What follows belongs to an exercise in optimizing a design on an open flow for small area, a short achievable clock period and few clock cycles; a production flow would make more cautious choices.
Function was checked by simulation only, so behaviour that the tests miss may differ from the original.
Power is estimated from default activity; no workload was simulated.

`flow/run.sh`:
```
#!/bin/bash
# synth_recipe.tcl (not shown) runs the flow's synth.tcl, then flattens the netlist and writes it again
# the make line also repeats each setting of config.mk as NAME=value (left out here)
make -C /OpenROAD-flow-scripts/flow DESIGN_CONFIG=/design/flow/config.mk WORK_HOME=/design/flow/orfs CLKGATE_MAP_FILE= SYNTH_SCRIPT=/design/flow/synth_recipe.tcl finish
```
`flow/config.mk`:
```
export PLATFORM = sky130hd
export DESIGN_NAME = bdsp_engine
export DESIGN_NICKNAME = bdsp_engine
export VERILOG_FILES = /design/flow/design.v
export SDC_FILE = /design/flow/constraint.sdc
export NUM_CORES = 4
export LEC_CHECK = 0
export CAP_MARGIN = 20
export CORE_MARGIN = 2
export CORE_UTILIZATION = 30
export SLEW_MARGIN = 20
```
`flow/constraint.sdc`:
```
create_clock -name core_clock -period 14.0 [get_ports {clk}]
set_input_delay 2.8000 -clock core_clock [delete_from_list [all_inputs] [get_ports {clk}]]
set_output_delay 2.8000 -clock core_clock [all_outputs]
set_load 0.01 [all_outputs]
```
`flow/design.v`:
```
module bdsp_engine (
    input             clk,
    input             rst,
    input             bus_valid,
    input             bus_write,
    input      [18:0] bus_addr,
    input      [31:0] bus_wdata,
    output reg        bus_rvalid,
    output reg [31:0] bus_rdata,
    output reg        bus_err,
    output            irq
);
  localparam W      = 16;
  localparam NMAX   = 16;
  localparam MMAX   = 8;
  localparam LMAX   = 32;
  localparam RT_CTX = 2;
  localparam YMAX   = NMAX + MMAX - 1;
  localparam [31:0] ID_VAL  = 32'h4649_5231;
  localparam [31:0] CFG_VAL = {11'd0, 5'd2, 2'd0, 6'd16, 7'd0, 1'b0};
  localparam [3:0] E_OPCODE = 4'd1, E_RSVD = 4'd2, E_CTX = 4'd3, E_ARG = 4'd4,
                   E_CAP = 4'd5, E_NOCTX = 4'd6;
  localparam [2:0] S_IDLE  = 3'd0, S_CHECK = 3'd1, S_LCONV = 3'd2, S_CCONV = 3'd3,
                   S_OLS   = 3'd4, S_OLA   = 3'd5, S_OLAADD = 3'd6, S_RT = 3'd7;
  reg  [W-1:0] xmem [0:NMAX-1];
  reg  [W-1:0] hmem [0:MMAX-1];
  reg  [W-1:0] ymem [0:YMAX-1];
  reg  [W-1:0] coef [0:RT_CTX*MMAX-1];
  reg  [W-1:0] hist [0:RT_CTX*MMAX-1];
  reg  [3:0]   ctx_m [0:RT_CTX-1];
  reg  [RT_CTX-1:0] ctx_valid;
  reg          irq_en;
  reg          st_busy, st_done, st_err, st_ovf, st_wbusy;
  reg  [3:0]   st_errcode;
  reg  [31:0]  cmd_reg, xlen, hlen, blen, ylen, rt_in, rt_out;
  reg  [31:0]  pend_n, pend_m, pend_l, pend_rtin;
  reg  [2:0]   state;
  reg          ovf_acc;
  reg  [W-1:0] acc;
  reg          first;           
  reg  [6:0]   oi;              
  reg  [6:0]   ti;              
  reg  [6:0]   base;            
  reg  [W-1:0] rres;            
  assign irq = irq_en & (st_done | st_err);
  wire        aligned   = (bus_addr[1:0] == 2'b00);
  wire        is_reg    = aligned && (bus_addr < 19'h0003C);
  wire [15:0] slot      = bus_addr[17:2];
  wire        is_x      = aligned && (bus_addr[18:16] == 3'd1) && (bus_addr[15:2] < NMAX);
  wire        is_h      = aligned && (bus_addr[18:16] == 3'd2) && (bus_addr[15:2] < MMAX);
  wire        is_y      = aligned && (bus_addr[18:17] == 2'b10) && (bus_addr[16:2] < YMAX);
  wire        mapped    = is_reg | is_x | is_h | is_y;
  wire [3:0]  reg_idx   = bus_addr[5:2];
  wire        wr        = bus_valid & bus_write & mapped;
  wire        wr_reg    = wr & is_reg;
  wire        soft_rst  = wr_reg && reg_idx == 4'd5 && bus_wdata[0];
  wire        wr_guard  = wr & (is_x | is_h | is_y |
                              (is_reg & (reg_idx == 4'd7 || reg_idx == 4'd8 ||
                                         reg_idx == 4'd9 || reg_idx == 4'd10 ||
                                         reg_idx == 4'd12)));
  wire        wr_ok     = wr_guard & ~st_busy;
  wire        accept    = wr_ok & is_reg & (reg_idx == 4'd7);
  wire [W-1:0] xrd = xmem[slot[3:0]];
  wire [W-1:0] hrd = hmem[slot[2:0]];
  wire [W-1:0] yrd = ymem[slot[4:0]];
  reg [31:0] rdata_c;
  always @(*) begin
    rdata_c = 32'd0;
    if (is_reg) begin
      case (reg_idx)
        4'd0:  rdata_c = ID_VAL;
        4'd1:  rdata_c = CFG_VAL;
        4'd2:  rdata_c = NMAX;
        4'd3:  rdata_c = MMAX;
        4'd4:  rdata_c = LMAX;
        4'd5:  rdata_c = {30'd0, irq_en, 1'b0};
        4'd6:  rdata_c = {20'd0, st_errcode, 3'd0, st_wbusy, st_ovf, st_err, st_done, st_busy};
        4'd7:  rdata_c = cmd_reg;
        4'd8:  rdata_c = xlen;
        4'd9:  rdata_c = hlen;
        4'd10: rdata_c = blen;
        4'd11: rdata_c = ylen;
        4'd12: rdata_c = rt_in;
        4'd13: rdata_c = rt_out;
        4'd14: rdata_c = {{(32-RT_CTX){1'b0}}, ctx_valid};
        default: rdata_c = 32'd0;
      endcase
    end else if (is_x) rdata_c = {{(32-W){xrd[W-1]}}, xrd};
    else if (is_h)     rdata_c = {{(32-W){hrd[W-1]}}, hrd};
    else if (is_y)     rdata_c = {{(32-W){yrd[W-1]}}, yrd};
  end
  always @(posedge clk) begin
    if (rst) begin
      bus_rvalid <= 1'b0;
      bus_rdata  <= 32'd0;
      bus_err    <= 1'b0;
    end else begin
      bus_rvalid <= bus_valid;
      bus_err    <= bus_valid & ~mapped;
      bus_rdata  <= (bus_valid & ~bus_write & mapped) ? rdata_c : 32'd0;
    end
  end
  wire [3:0]  op    = cmd_reg[3:0];
  wire [3:0]  cctx  = cmd_reg[7:4];
  wire        rsvd  = |cmd_reg[31:8];
  wire        cx    = cctx[0];
  wire [31:0] N = pend_n;
  wire [31:0] M = pend_m;
  wire [31:0] L = pend_l;
  reg  [3:0]  chk_err;
  always @(*) begin
    chk_err = 4'd0;
    if (op >= 4'd7)                                   chk_err = E_OPCODE;
    else if (rsvd)                                    chk_err = E_RSVD;
    else if (op <= 4'd4 && cctx != 4'd0)              chk_err = E_RSVD;
    else if (op >= 4'd5 && cctx >= RT_CTX)            chk_err = E_CTX;
    else if (op >= 4'd1 && op <= 4'd4) begin
      if (N == 0 || M == 0)                           chk_err = E_ARG;
      else if (N > NMAX || M > MMAX)                  chk_err = E_CAP;
      else if (op == 4'd3 && L <= M)                  chk_err = E_ARG;
      else if (op == 4'd4 && L < M)                   chk_err = E_ARG;
      else if ((op == 4'd3 || op == 4'd4) && L > LMAX) chk_err = E_CAP;
    end else if (op == 4'd5) begin
      if (M == 0)                                     chk_err = E_ARG;
      else if (M > MMAX)                              chk_err = E_CAP;
    end else if (op == 4'd6) begin
      if (!ctx_valid[cx])                             chk_err = E_NOCTX;
    end
  end
  wire [6:0] n7  = pend_n[6:0];
  wire [6:0] m7  = pend_m[6:0];
  wire [6:0] l7  = pend_l[6:0];
  wire [6:0] t7  = n7 + m7 - 7'd1;                  
  wire [6:0] lc7 = (n7 > m7) ? n7 : m7;             
  wire [6:0] p7  = m7 - 7'd1;                       
  wire [6:0] lw7 = l7 + p7;                         
  wire [6:0] ctx_len = {3'd0, ctx_m[cx]};
  reg  [W-1:0] opa, opb;
  reg          last_term;       
  reg  [6:0]   lo_next;         
  reg  [7:0]   xpos;            
  reg  [6:0]   widx;            
  reg  [6:0]   hi_t;
  wire [6:0]   hdiff = oi - ti;   
  always @(*) begin
    opa = {W{1'b0}};
    opb = {W{1'b0}};
    last_term = 1'b0;
    lo_next = 7'd0;
    xpos = 8'd0;
    widx = 7'd0;
    hi_t = 7'd0;
    case (state)
      S_LCONV: begin
        opa = xmem[ti[3:0]];
        opb = hmem[hdiff[2:0]];
        hi_t = (oi < n7 - 7'd1) ? oi : (n7 - 7'd1);
        last_term = (ti == hi_t);
        lo_next = (oi + 7'd1 >= m7) ? (oi + 7'd2 - m7) : 7'd0;
      end
      S_CCONV: begin
        widx = (oi >= ti) ? (oi - ti) : (oi + lc7 - ti);
        opa = (ti < n7) ? xmem[ti[3:0]] : {W{1'b0}};
        opb = (widx < m7) ? hmem[widx[2:0]] : {W{1'b0}};
        last_term = (ti == lc7 - 7'd1);
      end
      S_OLS: begin
        xpos = {1'b0, base} - {1'b0, p7} + {1'b0, ti};
        widx = (oi >= ti) ? (oi - ti) : (oi + lw7 - ti);
        opa = (!xpos[7] && xpos[6:0] < n7) ? xmem[xpos[3:0]] : {W{1'b0}};
        opb = (widx < m7) ? hmem[widx[2:0]] : {W{1'b0}};
        last_term = (ti == lw7 - 7'd1);
      end
      S_OLA: begin
        xpos = {1'b0, base} + {1'b0, ti};
        opa = (xpos[6:0] < n7) ? xmem[xpos[3:0]] : {W{1'b0}};
        opb = hmem[hdiff[2:0]];
        hi_t = (oi < l7 - 7'd1) ? oi : (l7 - 7'd1);
        last_term = (ti == hi_t);
        lo_next = (oi + 7'd1 >= m7) ? (oi + 7'd2 - m7) : 7'd0;
      end
      S_RT: begin
        opa = coef[{cx, ti[2:0]}];
        opb = (ti == 7'd0) ? pend_rtin[W-1:0] : hist[{cx, ti[2:0]}];
        last_term = (ti == ctx_len - 7'd1);
      end
      default: ;
    endcase
  end
  wire signed [2*W-1:0] prod_full = $signed(opa) * $signed(opb);
  wire [W-1:0]          prod      = prod_full[W-1:0];
  wire                  mul_ovf   = (prod_full[2*W-1:W-1] != {(W+1){1'b0}}) &&
                                    (prod_full[2*W-1:W-1] != {(W+1){1'b1}});
  wire [W-1:0]          acc_in    = first ? {W{1'b0}} : acc;
  wire [W:0]            sum_full  = {acc_in[W-1], acc_in} + {prod[W-1], prod};
  wire [W-1:0]          acc_next  = sum_full[W-1:0];
  wire                  add_ovf   = sum_full[W] != sum_full[W-1];
  wire                  mac_ovf   = mul_ovf | add_ovf;
  wire [6:0]            ypos_add  = base + oi;
  wire [W-1:0]          yold      = ymem[ypos_add[4:0]];
  wire [W:0]            ysum_full = {yold[W-1], yold} + {rres[W-1], rres};
  wire                  yadd_ovf  = ysum_full[W] != ysum_full[W-1];
  wire [6:0]            ols_ypos  = base + oi - p7;
  integer k;
  always @(posedge clk) begin
    if (rst || soft_rst) begin
      irq_en     <= 1'b0;
      st_busy    <= 1'b0;
      st_done    <= 1'b0;
      st_err     <= 1'b0;
      st_ovf     <= 1'b0;
      st_wbusy   <= 1'b0;
      st_errcode <= 4'd0;
      cmd_reg    <= 32'd0;
      xlen       <= 32'd0;
      hlen       <= 32'd0;
      blen       <= 32'd0;
      ylen       <= 32'd0;
      rt_in      <= 32'd0;
      rt_out     <= 32'd0;
      ctx_valid  <= {RT_CTX{1'b0}};
      for (k = 0; k < RT_CTX; k = k + 1) ctx_m[k] <= 4'd0;
      pend_n     <= 32'd0;
      pend_m     <= 32'd0;
      pend_l     <= 32'd0;
      pend_rtin  <= 32'd0;
      state      <= S_IDLE;
      ovf_acc    <= 1'b0;
      acc        <= {W{1'b0}};
      first      <= 1'b0;
      oi         <= 7'd0;
      ti         <= 7'd0;
      base       <= 7'd0;
      rres       <= {W{1'b0}};
    end else begin
      case (state)
        S_CHECK: begin
          oi      <= 7'd0;
          ti      <= 7'd0;
          base    <= 7'd0;
          first   <= 1'b1;
          ovf_acc <= 1'b0;
          if (chk_err != 4'd0) begin
            st_err     <= 1'b1;
            st_errcode <= chk_err;
            st_busy    <= 1'b0;
            state      <= S_IDLE;
          end else begin
            case (op)
              4'd1: state <= S_LCONV;
              4'd2: state <= S_CCONV;
              4'd3: state <= S_OLS;
              4'd4: begin
                for (k = 0; k < YMAX; k = k + 1)
                  if (k < t7) ymem[k] <= {W{1'b0}};
                state <= S_OLA;
              end
              4'd5: begin
                ctx_m[cx]     <= pend_m[3:0];
                ctx_valid[cx] <= 1'b1;
                for (k = 0; k < MMAX; k = k + 1) begin
                  coef[cx*MMAX+k] <= (k < m7) ? hmem[k] : {W{1'b0}};
                  hist[cx*MMAX+k] <= {W{1'b0}};
                end
                st_done <= 1'b1;
                st_busy <= 1'b0;
                state   <= S_IDLE;
              end
              4'd6: state <= S_RT;
              default: begin             
                st_done <= 1'b1;
                st_busy <= 1'b0;
                state   <= S_IDLE;
              end
            endcase
          end
        end
        S_LCONV: begin
          acc     <= acc_next;
          first   <= last_term;
          ovf_acc <= ovf_acc | mac_ovf;
          if (last_term) begin
            ymem[oi[4:0]] <= acc_next;
            if (oi == t7 - 7'd1) begin
              ylen    <= {25'd0, t7};
              st_ovf  <= ovf_acc | mac_ovf;
              st_done <= 1'b1;
              st_busy <= 1'b0;
              state   <= S_IDLE;
            end else begin
              oi <= oi + 7'd1;
              ti <= lo_next;
            end
          end else begin
            ti <= ti + 7'd1;
          end
        end
        S_CCONV: begin
          acc     <= acc_next;
          first   <= last_term;
          ovf_acc <= ovf_acc | mac_ovf;
          if (last_term) begin
            ymem[oi[4:0]] <= acc_next;
            ti <= 7'd0;
            if (oi == lc7 - 7'd1) begin
              ylen    <= {25'd0, lc7};
              st_ovf  <= ovf_acc | mac_ovf;
              st_done <= 1'b1;
              st_busy <= 1'b0;
              state   <= S_IDLE;
            end else begin
              oi <= oi + 7'd1;
            end
          end else begin
            ti <= ti + 7'd1;
          end
        end
        S_OLS: begin
          acc     <= acc_next;
          first   <= last_term;
          ovf_acc <= ovf_acc | mac_ovf;
          if (last_term) begin
            if (oi >= p7 && ols_ypos < t7)
              ymem[ols_ypos[4:0]] <= acc_next;
            ti <= 7'd0;
            if (oi == lw7 - 7'd1) begin
              oi <= 7'd0;
              if (base + l7 >= t7) begin
                ylen    <= {25'd0, t7};
                st_ovf  <= ovf_acc | mac_ovf;
                st_done <= 1'b1;
                st_busy <= 1'b0;
                state   <= S_IDLE;
              end else begin
                base <= base + l7;
              end
            end else begin
              oi <= oi + 7'd1;
            end
          end else begin
            ti <= ti + 7'd1;
          end
        end
        S_OLA: begin
          acc     <= acc_next;
          first   <= last_term;
          ovf_acc <= ovf_acc | mac_ovf;
          if (last_term) begin
            rres  <= acc_next;
            state <= S_OLAADD;
          end else begin
            ti <= ti + 7'd1;
          end
        end
        S_OLAADD: begin
          if (ypos_add < t7) begin
            ymem[ypos_add[4:0]] <= ysum_full[W-1:0];
            ovf_acc <= ovf_acc | yadd_ovf;
          end
          state <= S_OLA;
          if (oi == l7 + m7 - 7'd2) begin
            oi <= 7'd0;
            ti <= 7'd0;
            if (base + l7 >= n7) begin
              ylen    <= {25'd0, t7};
              st_ovf  <= ovf_acc | ((ypos_add < t7) & yadd_ovf);
              st_done <= 1'b1;
              st_busy <= 1'b0;
              state   <= S_IDLE;
            end else begin
              base <= base + l7;
            end
          end else begin
            oi <= oi + 7'd1;
            ti <= (oi + 7'd1 >= m7) ? (oi + 7'd2 - m7) : 7'd0;
          end
        end
        S_RT: begin
          acc     <= acc_next;
          first   <= last_term;
          ovf_acc <= ovf_acc | mac_ovf;
          if (last_term) begin
            rt_out <= {{(32-W){acc_next[W-1]}}, acc_next};
            hist[{cx, 3'd0}] <= pend_rtin[W-1:0];
            for (k = 1; k < MMAX; k = k + 1)
              if (k < ctx_len)
                hist[cx*MMAX+k] <= (k == 1) ? pend_rtin[W-1:0] : hist[cx*MMAX+k-1];
            st_ovf  <= ovf_acc | mac_ovf;
            st_done <= 1'b1;
            st_busy <= 1'b0;
            state   <= S_IDLE;
          end else begin
            ti <= ti + 7'd1;
          end
        end
        default: ;
      endcase
      if (wr && st_busy && wr_guard) st_wbusy <= 1'b1;
      if (accept) begin
        cmd_reg    <= bus_wdata;
        pend_n     <= xlen;
        pend_m     <= hlen;
        pend_l     <= blen;
        pend_rtin  <= rt_in;
        st_busy    <= 1'b1;
        st_done    <= 1'b0;
        st_err     <= 1'b0;
        st_errcode <= 4'd0;
        st_ovf     <= 1'b0;
        st_wbusy   <= 1'b0;
        state      <= S_CHECK;
      end
      if (wr_reg && reg_idx == 4'd5) irq_en <= bus_wdata[1];
      if (wr_reg && reg_idx == 4'd6) begin
        if (bus_wdata[1]) st_done <= 1'b0;
        if (bus_wdata[2]) begin st_err <= 1'b0; st_errcode <= 4'd0; end
        if (bus_wdata[3]) st_ovf <= 1'b0;
        if (bus_wdata[4]) st_wbusy <= 1'b0;
      end
      if (wr_ok && is_y) ymem[slot[4:0]] <= bus_wdata[W-1:0];
      if (wr_ok && is_reg) begin
        case (reg_idx)
          4'd8:  xlen  <= bus_wdata;
          4'd9:  hlen  <= bus_wdata;
          4'd10: blen  <= bus_wdata;
          4'd12: rt_in <= bus_wdata;
          default: ;
        endcase
      end
    end
  end
  always @(posedge clk) begin
    if (wr_ok && is_x) xmem[slot[3:0]] <= bus_wdata[W-1:0];
    if (wr_ok && is_h) hmem[slot[2:0]] <= bus_wdata[W-1:0];
  end
endmodule
```
==> implementation parameters <==
Parameter                              Value

Run status
  Status ... finished clean

Critical path
  Cell seen most often among critical-path stages ... sky130_fd_sc_hd__fa_1
  Largest delay share family, worst path ... adder cells
  CP max-delay cell ... sky130_fd_sc_hd__nor2_1
  Worst path max stage delay ... roughly 0.57 ns
  Number of buffers and inverters on the critical path ... 10
  Critical path launch point type ... flip-flop
  Sort of element at the end of the critical path ... flip-flop
  Critical setup path kind ... flip-flop to flip-flop
  Largest fanout on the critical path ... 16
  Required arrival time at the worst endpoint ... ~15 ns
  Worst EP arrival ... 14.16 ns

Timing
  Final critical-path required period ... about 13 ns
  Smallest setup slack after layout ... between 0.6 and 0.7 ns
  Worst setup skew after layout ... approximately 0.077 ns
  Final setup violation count ... 0
  Final period util ... ~96%
  Count of pins over their slew limit ... 0
  Final count of hold timing violations ... 0
  Worst rel slew slack ... a little under a tenth
  Slew of the pin with the lowest slew margin ... ~1.4 ns
  Upper clock frequency limit ... approximately 75 MHz

Synthesis
  Synthesis warning total ... 1
  Cell variety after synth ... approximately 110
  Primary FF master, synth ... sky130_fd_sc_hd__edfxtp_1
  Number of nets produced by synthesis ... a little over 10,000
  Area contributors post-synth ... sky130_fd_sc_hd__edfxtp_1, sky130_fd_sc_hd__mux4_2, sky130_fd_sc_hd__dfxtp_1
  Cell area after synthesis ... 0.111 mm2
  Number of standard cells after synthesis ... ~9,400
  Sequential element share of the synthesized area ... between 40% and 50%
  Average cell area after synthesis ... roughly 12 um2
  Top-area cell type share of the netlist area ... a little under two fifths
  Fraction of registers with async set or reset after synthesis ... 0%
  Most common library cells after synthesis ... sky130_fd_sc_hd__nand2_1, sky130_fd_sc_hd__edfxtp_1, sky130_fd_sc_hd__mux4_2
  Number of storage elements in the synthesis netlist ... roughly 1,800
  Number of flops mapped to enable cells by yosys ... 1,416
  Area leader, netlist ... sky130_fd_sc_hd__edfxtp_1
  Most frequent cell after synthesis ... sky130_fd_sc_hd__nand2_1

Layout
  Area growth, synth to finish ... 13.3%
  Fraction of final layout cells sized beyond drive strength 1 ... 18.9%
  Count of placed standard cells in the final layout, fillers left out ... about 14,000
  Final Core Density ... between 30% and 40%
  Post-layout nets ... about 10,000
  Biggest register ... ymem
  Number of flip-flops in the largest register ... 512
  Post-route cell area ... roughly 0.13 mm2
  Number of fillers in the final layout ... approximately 36,000

Placed design
  Buffers added on ports ... about 90
  Instance area after placement ... 0.119 mm2
  Cell count after placement ... ~14,000
  Estimated wirelength of the detail-placed design ... about 270 mm
  Placer Congestion ... roughly 1
  Post-placement worst setup slack ... around 0.11 ns

Clocking
  Clock Tree Buf Depth ... 4
  Clock-pin slew on the worst setup and hold paths ... approximately 0.070 ns
  Source-to-sink clock delay at the later pin of the worst-skew pair ... just over 0.9 ns
  Count of H-tree levels built during CTS ... 4
  Post-CTS Resized ... 0
  Post-CTS Repair Setup Buffers ... 0
  Root buf cell ... sky130_fd_sc_hd__clkbuf_16
  Number of buffers inserted during clock tree synthesis ... between 200 and 250
  CTS tree ... done
  Num Clock Sinks ... ~1,800
  Hold-fix buffers, CTS ... 0

GRT
  Initial antenna violation count ... 20
  GRT overflow ... 0
  Vias in the first global route ... approximately 80,000
  Total track usage ... between 20 and 25%
  Wire length of the first global-routing pass ... about 570 mm
  Pin count of the biggest net entering global routing ... approximately 220

Pwr
  Power per cell area ... 92.1 mW/mm2
  Maximum ir drop on the vdd rail ... 0.0000989 V
  P_leak ... about 43 nW
  Total power after layout ... roughly 12 mW

Detailed routing
  Antenna-violating nets left ... 0
  Number of DRC markers in iteration 0 ... around 11,000
  # DRC ... 0
  Total via count in the routed design ... ~80,000
  Vias/cell ... about 5.6
  Number of detailed-routing iterations run before antenna repair ... 6
  Average wire per cell in the routed design ... about 27 um
  Overall routed net length ... about 400 mm

Floorplan
  Area of the core ... approximately 0.37 mm2
  Initial standard-cell utilization of the core ... 30.1%
  Num ports ... 90
  Area of the die ... between 0.3 and 0.4 mm2
  Total number of placement rows ... 223
  Horiz. Die Dim ... ~610 um
  Die height ... just over 600 um

Min path
  Tightest Hold Check Type ... flip-flop to flip-flop

Run
  Maxcap violations ... 0
layout by cell type (no fill, tap or decap), types with 35 or more instances in the layout:
master / Yosys / final
sky130_fd_sc_hd__dfxtp_1: 404 / 398
sky130_fd_sc_hd__nor2_1: 510 / 466
sky130_fd_sc_hd__mux2i_1: 262 / 251
sky130_fd_sc_hd__a21oi_1: 530 / 512
sky130_fd_sc_hd__xnor2_1: 152 / 146
sky130_fd_sc_hd__and3_1: 39 / 37
sky130_fd_sc_hd__inv_1: 564 / 561
sky130_fd_sc_hd__mux4_2: 832 / 832
sky130_fd_sc_hd__o21ai_0: 519 / 512
sky130_fd_sc_hd__buf_4: 2 / 338
sky130_fd_sc_hd__nand2b_1: 66 / 66
sky130_fd_sc_hd__clkdlybuf4s50_1: 0 / 68
sky130_fd_sc_hd__nand3_1: 96 / 95
sky130_fd_sc_hd__fa_1: 292 / 287
sky130_fd_sc_hd__and2_1: 100 / 99
sky130_fd_sc_hd__nor2b_1: 147 / 147
sky130_fd_sc_hd__a22oi_1: 58 / 58
sky130_fd_sc_hd__clkbuf_16: 0 / 208
sky130_fd_sc_hd__ha_1: 343 / 340
sky130_fd_sc_hd__a31oi_1: 43 / 41
sky130_fd_sc_hd__a21o_1: 71 / 70
sky130_fd_sc_hd__nand2_1: 1434 / 1434
sky130_fd_sc_hd__nor4_1: 48 / 39
sky130_fd_sc_hd__clkbuf_1: 548 / 35
sky130_fd_sc_hd__edfxtp_1: 1416 / 1416
sky130_fd_sc_hd__nor3_1: 82 / 71
sky130_fd_sc_hd__mux2_2: 63 / 63
through the flow:
step | hold slack (ns) | setup TNS [ns]
CTS | 0.423 | 0
finish | 0.425 | 0
global placement | 0.438 | -1.64
detailed placement | 0.444 | 0
global route | 0.445 | -0.0119
floorplan | 0.432 | 0
power breakdown:
part	internal [mW]	total, mW	switching (mW)
clock network	3.17	5.51	2.34
registers	5.76	5.76	0.000901
logic	0.105	0.338	0.234
path summary, 6_finish.rpt:
| check | start | endpoint | slack (ns) | depth (start not counted) |
|---|---|---|---|---|
| setup reg to reg | pend_m[1] | st_ovf | 0.62 | 49 |
| hold / removal | xlen[6] | pend_n[6] | 0.43 | 2 |
| setup / recovery | pend_m[1] | st_ovf | 0.62 | 49 |
| hold reg to reg | xlen[6] | pend_n[6] | 0.43 | 2 |
layout make-up:
type	instances	area, um2	area share (%)
well taps	4950	6190	4.91
flip-flops and latches	1820	50600	40.1
clock inverters	114	1240	0.982
multi-input cells	6324	56900	45.1
repair buffers	438	3560	2.82
diodes	9	22.5	0.0179
clock buffers	248	5410	4.29
inverters	570	2140	1.70
logic make-up (layout without fill, tap and decap cells):
logic type	after synthesis	in the layout	synth area share, %
other cells	0	9	0
flops	1820	1820	45.5
compound gates	1629	1629	8.91
mux	1158	1158	19.9
xor+xnor	191	191	1.54
simple gates	2708	2708	10.8
fa+ha+maj	638	638	9.14
buf+inv	1240	1370	4.24
tightest hold or removal path: cells and delay by family (launching register included):
kind             cells  cell delay, ns
flip-flops           1            0.33
AND/OR/NAND/NOR      1            0.06
AO/OA/AOI/OAI        1            0.05
metal layers:
| metal | wire (um) | vias up | GRT usage, % |
|---|---|---|---|
| met5 | 72 | - | 0 |
| met3 | 37000 | 1174 | 3.85 |
| li1 | - | 34600 | - |
| met1 | 149000 | 40900 | 25.8 |
| met4 | 29200 | 10 | 12.9 |
| met2 | 183000 | 4730 | 33.1 |
Testbench counts, summed over its fixed seeds: cycles 80,469.

-- what the ideal ports hide --
The results above use ideal ports. As a check the final layout listed here was re-extracted and re-timed, cells and wires unchanged. Step 1: set_driving_cell puts a clkbuf_16 on clk and a buf_2 on each other input, an assumption about the parent block. Step 2 also shifts input and output timing later by t, the mid clock arrival at the registers, as if the neighbouring blocks saw the same clock. Three values: no drivers, after step 1, after step 2; two values: the first two.
t, ns: 0.960
setup slack, ns: 0.621 / 0.621 / 0.621
worst setup path at the end: register to register
worst slew at a driven data input, ns: 0.23
pins driven straight from the clock port: 1
After both steps this run still meets setup and hold. The setup slack of this run moves by 0.000 ns with the drivers and by 0.000 ns with both steps.
